Context: an optimization exercise on an open-source flow, tuned for small area, a short achievable clock period and few clock cycles per item. The choices shown serve that exercise and are no tape-out recipe.
Only simulation tests tie the RTL to the original design; equivalence was not proved.

==> wip/cedar <==
==> flow/design.v (excerpt) <==
module lamp_display_mux (
    input  wire        clk,
    input  wire        rst,
    input  wire        cmd_valid,
    output wire        cmd_ready,
    input  wire [63:0] cmd,
    output reg         rsp_valid,
    output wire [31:0] rsp,
    input  wire        step_valid,
    output wire        step_ready,
    output reg         step_done,
    output wire [7:0]  lamp_strobe,
    output wire [7:0]  lamp_data,
    output wire [7:0]  disp_strobe,
    output wire [7:0]  disp_data_a,
    output wire [7:0]  disp_data_b
);
Settings: LEC_CHECK=0, ABC_AREA=1, CAP_MARGIN=20, CORE_MARGIN=2, CORE_UTILIZATION=40, PLACE_DENSITY=0.6, SETUP_SLACK_MARGIN=2.0, SLEW_MARGIN=20; clock period 8.0 ns.
run.sh (not shown) runs the stock make flow with config.mk's settings and CLKGATE_MAP_FILE= SYNTH_SCRIPT=/design/flow/synth_recipe.tcl, a recipe that flattens the netlist after the stock synthesis.
==> inputs of wip/juniper, as changes to wip/cedar <==
--- a/flow/design.v
+++ b/flow/design.v
@@ -67,12 +67,14 @@
     output reg  [63:0]  flash,
     output reg  [63:0]  after        
 );
     integer i, g;
     reg [7:0]  gt_hi, eq_hi, gt_lo;
-    reg [63:0] cand, oh;
-    reg [7:0]  gor;
+    reg [63:0] cand;
+    reg [7:0]  gor, goh;
+    reg [2:0]  bank_lo [0:7];
+    reg [7:0]  bank_fp [0:7];
     reg        below;
     reg [2:0]  rb, rb2;
     wire [2:0] rptr_hi = ptr[5:3] - sbp;
     always @(*) begin
         for (i = 0; i < 8; i = i + 1) begin
@@ -84,31 +86,39 @@
         for (i = 0; i < 64; i = i + 1) begin
             flash[i] = (fp[8*i +: 8] != 8'd0);
             after[i] = gt_hi[i / 8] || (eq_hi[i / 8] && gt_lo[i % 8]);
             cand[i]  = flash[i] && after[i];
         end
-        for (g = 0; g < 8; g = g + 1)
-            gor[g] = (cand[8*g +: 8] != 8'd0);
+        for (g = 0; g < 8; g = g + 1) begin
+            gor[g]   = (cand[8*g +: 8] != 8'd0);
+            below    = 1'b0;
+            bank_lo[g] = 3'd0;
+            bank_fp[g] = 8'd0;
+            for (i = 0; i < 8; i = i + 1) begin
+                if (cand[8*g + i] && !below) begin
+                    bank_lo[g] = bank_lo[g] | i[2:0];
+                    bank_fp[g] = bank_fp[g] | fp[8*(8*g + i) +: 8];
+                end
+                below = below | cand[8*g + i];
+            end
+        end
         for (g = 0; g < 8; g = g + 1) begin
             below = 1'b0;
             rb = g[2:0] - sb;
             for (i = 0; i < 8; i = i + 1) begin
                 rb2 = i[2:0] - sb;
                 if (rb2 < rb)
                     below = below | gor[i];
             end
-            for (i = 0; i < 8; i = i + 1) begin
-                oh[8*g + i] = cand[8*g + i] && !below;
-                below = below | cand[8*g + i];
-            end
+            goh[g] = gor[g] && !below;
         end
         idx    = 6'd0;
         idx_fp = 8'd0;
-        for (i = 0; i < 64; i = i + 1) begin
-            if (oh[i]) begin
-                idx    = idx | i;
-                idx_fp = idx_fp | fp[8*i +: 8];
+        for (g = 0; g < 8; g = g + 1) begin
+            if (goh[g]) begin
+                idx    = idx | {g[2:0], bank_lo[g]};
+                idx_fp = idx_fp | bank_fp[g];
             end
         end
     end
     assign found = (gor != 8'd0);
 endmodule
@@ -131,11 +141,11 @@
     output wire [31:0] rsp,
     input  wire        step_valid,
     output wire        step_ready,
     output reg         step_done,
     output wire [7:0]  lamp_strobe,
-    output wire [7:0]  lamp_data,
+    output reg  [7:0]  lamp_data,
     output wire [7:0]  disp_strobe,
     output wire [7:0]  disp_data_a,
     output wire [7:0]  disp_data_b
 );
     localparam [7:0] OP_UPDATE    = 8'h3F;
@@ -184,26 +194,32 @@
     wire op_known   = op_lampset | op_lampoff | op_field | op_update;
     wire lamp_id_ok  = (arg_a[7:6] == 2'b00);
     wire field_id_ok = (arg_a[7:3] == 5'd0) && !(arg_a[2] && arg_a[1]);
     wire field_aux   = arg_a[2];             
     assign lamp_strobe = 8'd1 << lamp_bank;
+    wire [2:0] step_bank = lamp_bank + 3'd1;
+    wire [7:0] step_dec  = 8'd1 << step_bank;
+    wire       step_c1z  = (step_bank == 3'd0) ? dimc1 : !dimc1;
+    wire       step_c2z  = (step_bank == 3'd0) ? (dimc2 == 2'd2) : (dimc2 == 2'd0);
     reg [7:0] bank_on, bank_dim1, bank_dim2;
     always @(*) begin
         bank_on   = 8'd0;
         bank_dim1 = 8'd0;
         bank_dim2 = 8'd0;
         for (i = 0; i < 8; i = i + 1) begin
-            if (lamp_strobe[i]) begin
+            if (step_dec[i]) begin
                 bank_on   = bank_on   | lamp_on[8*i +: 8];
                 bank_dim1 = bank_dim1 | lamp_dim1[8*i +: 8];
                 bank_dim2 = bank_dim2 | lamp_dim2[8*i +: 8];
             end
         end
     end
-    assign lamp_data   = bank_on & ((~bank_dim1 & ~bank_dim2) |
-                                    (dimc1 ? 8'h00 : bank_dim1) |
-                                    ((dimc2 == 2'd0) ? bank_dim2 : 8'h00));
+    always @(posedge clk)
+        if (acc_step)
+            lamp_data <= bank_on & ((~bank_dim1 & ~bank_dim2) |
+                                    (step_c1z ? bank_dim1 : 8'h00) |
+                                    (step_c2z ? bank_dim2 : 8'h00));
     assign disp_strobe = {4'd0, disp_slot};
     reg [3:0] lane0, lane1, lane2, lane3;
     always @(*) begin
         lane0 = 4'hF;
         lane1 = 4'hF;
@@ -256,31 +272,33 @@
     reg [TW-1:0] treg;           
     reg [R1-1:0] tq_hi;          
     reg [2:0]    rem5;
     reg [NS-2:0] d5_sel;         
     reg  [23:0] bcd;
-    reg  [23:0] dvreg;           
+    reg  [27:0] dvreg;           
     reg  [1:0]  dv_k;            
     reg  [2:0]  dv_field;
-    wire [1:0]  dv_n1 = (arg_w[31:24] != 8'd0) ? 2'd3 :
-                        (arg_w[23:16] != 8'd0) ? 2'd2 :
-                        (arg_w[15:8]  != 8'd0) ? 2'd1 : 2'd0;
-    reg  [7:0]  dv_top, dv_chunk;
+    wire [2:0]  dv_n1 = (arg_w[31:28] != 4'd0) ? 3'd4 :
+                        (arg_w[27:21] != 7'd0) ? 3'd3 :
+                        (arg_w[20:14] != 7'd0) ? 3'd2 :
+                        (arg_w[13:7]  != 7'd0) ? 3'd1 : 3'd0;
+    reg  [6:0]  dv_top, dv_chunk;
     always @(*) begin
-        dv_top   = 8'd0;
-        dv_chunk = 8'd0;
+        dv_top   = 7'd0;
+        dv_chunk = 7'd0;
         for (i = 0; i < 4; i = i + 1)
-            if (dv_n1 == i) dv_top = dv_top | arg_w[8*i +: 8];
-        for (i = 0; i < 3; i = i + 1)
-            if (dv_k == i) dv_chunk = dv_chunk | dvreg[8*i +: 8];
+            if (dv_n1 == i) dv_top = dv_top | arg_w[7*i +: 7];
+        if (dv_n1 == 3'd4) dv_top = dv_top | {3'd0, arg_w[31:28]};
+        for (i = 0; i < 4; i = i + 1)
+            if (dv_k == i) dv_chunk = dv_chunk | dvreg[7*i +: 7];
     end
     wire [23:0] bcd_first, bcd_cont;
-    ldm_dd #(.N(8)) u_dd_first (.bcd_in(24'd0), .bits(dv_top), .bcd_out(bcd_first));
-    ldm_dd #(.N(8)) u_dd_cont  (.bcd_in(bcd), .bits(dv_chunk), .bcd_out(bcd_cont));
+    ldm_dd #(.N(7)) u_dd_first (.bcd_in(24'd0), .bits(dv_top), .bcd_out(bcd_first));
+    ldm_dd #(.N(7)) u_dd_cont  (.bcd_in(bcd), .bits(dv_chunk), .bcd_out(bcd_cont));
     wire [23:0] bcd_new   = st_dv ? bcd_cont : bcd_first;
     wire acc_dispval = acc_cmd && op_dispval && field_id_ok;
-    wire dv_last     = st_dv ? (dv_k == 2'd0) : (dv_n1 == 2'd0);
+    wire dv_last     = st_dv ? (dv_k == 2'd0) : (dv_n1 == 3'd0);
     wire dv_write    = (st_dv || acc_dispval) && dv_last;
     wire [2:0] dv_wfield = st_dv ? dv_field : arg_a[2:0];
     function [3:0] div5_bit;     
         input [2:0] r;
         input       b;
@@ -364,25 +382,30 @@
     wire upd_drain  = !found && !pv_mid;
     wire upd_wr     = st_upd && pv[NS];
     reg        wnone;            
     reg  [2:0] wr_hi;            
     reg  [2:0] wr_lo;            
-    wire [2:0] next_bank  = lamp_bank + 3'd1;
     reg  [63:0] pend;
     reg  [2:0]  rb_i;
     reg  [7:0]  bank_pend;
     always @(*) begin
         for (i = 0; i < 64; i = i + 1) begin
             rb_i = i[5:3] - upd_sb;
             pend[i] = flash[i] && (wnone || (rb_i > wr_hi) ||
                                    (rb_i == wr_hi && i[2:0] > wr_lo));
         end
-        bank_pend = 8'd0;
         for (i = 0; i < 8; i = i + 1)
-            if (next_bank == i) bank_pend = bank_pend | pend[8*i +: 8];
+            bank_pend[i] = (pend[8*i +: 8] != 8'd0);
+    end
+    reg  bp1_q, bp2_q;           
+    reg  stepped_q;              
+    always @(posedge clk) begin
+        bp1_q     <= acc_update || bank_pend[lamp_bank + 3'd1];
+        bp2_q     <= acc_update || bank_pend[lamp_bank + 3'd2];
+        stepped_q <= acc_step;
     end
-    assign step_blocked = st_upd && (bank_pend != 8'd0);
+    assign step_blocked = st_upd && (stepped_q ? bp2_q : bp1_q);
     wire ls_fp_zero = !flag0 || (period_ms == 16'd0);
     wire ls_pend    = pend[arg_a[5:0]];
     wire ls_safe    = !lamp_id_ok || (!ls_pend && (!after_ptr[arg_a[5:0]] || ls_fp_zero));
     reg  ls_safe_q;              
     reg  offer_q;                
@@ -507,15 +530,15 @@
                 wr_lo <= pidx[NS][2:0];
             end
         end
         if (acc_dispval || st_dv) begin
             bcd  <= bcd_new;
-            dv_k <= st_dv ? dv_k - 2'd1 : dv_n1 - 2'd1;
+            dv_k <= st_dv ? dv_k - 2'd1 : dv_n1[1:0] - 2'd1;
         end
         if (acc_dispval) begin
             dv_field <= arg_a[2:0];
-            dvreg    <= arg_w[23:0];
+            dvreg    <= arg_w[27:0];
         end
     end
     always @(posedge clk) begin
         if (rst) begin
             for (i = 1; i <= NS; i = i + 1)
- SETUP_SLACK_MARGIN: 2.0 -> 3.0
==> notes <==
Synthesized cell count: wip/juniper is smaller than wip/cedar (2.8%).
Between wip/juniper and wip/cedar, the lower cell count is in wip/juniper (gap about 1%, measured against wip/cedar).
Of wip/juniper and wip/cedar, wip/juniper has the higher flip-flop and latch count (gap 15).
Against wip/juniper, the sequential share of layout area of wip/cedar is higher by 0.25 points.
wip/cedar finished with timing, DRC and antenna clean. wip/juniper completed with no timing, DRC or antenna violations.
Testbench counts of wip/cedar, summed over its fixed seeds: cycles 5,894, items 3,200.
Testbench counts of wip/juniper, summed over its fixed seeds: cycles 6,035, items 3,200.

==> what the ideal ports hide <==
The flow's constraints put no driver on any port. The routed layouts listed below were extracted and timed again, unchanged, in two steps.
Step 1: set_driving_cell puts a clkbuf_16 on clk and a buf_2 on each other input, an assumption about the parent block.
Step 2 adds t to the input delays and takes it off the output delays; t is the mean of the earliest and latest rising clock arrival at the registers after step 1. Input paths then give back, and output paths get back, about the clock's delay inside the block.
Three values: no drivers, after step 1, after step 2; two values: the first two.
run | shift t [ns] | slack for setup (ns) | worst data-port slew with drivers (ns)
wip/cedar | 0.885 | 1.919 / 1.831 / 1.377 | 0.21
wip/juniper | 0.874 | 2.950 / 2.950 / 2.161 | 0.23
After both steps setup and hold are still met in every run listed. The setup slack of wip/juniper, which loses most, moves by 0.000 ns with the drivers and by -0.789 ns with both steps.
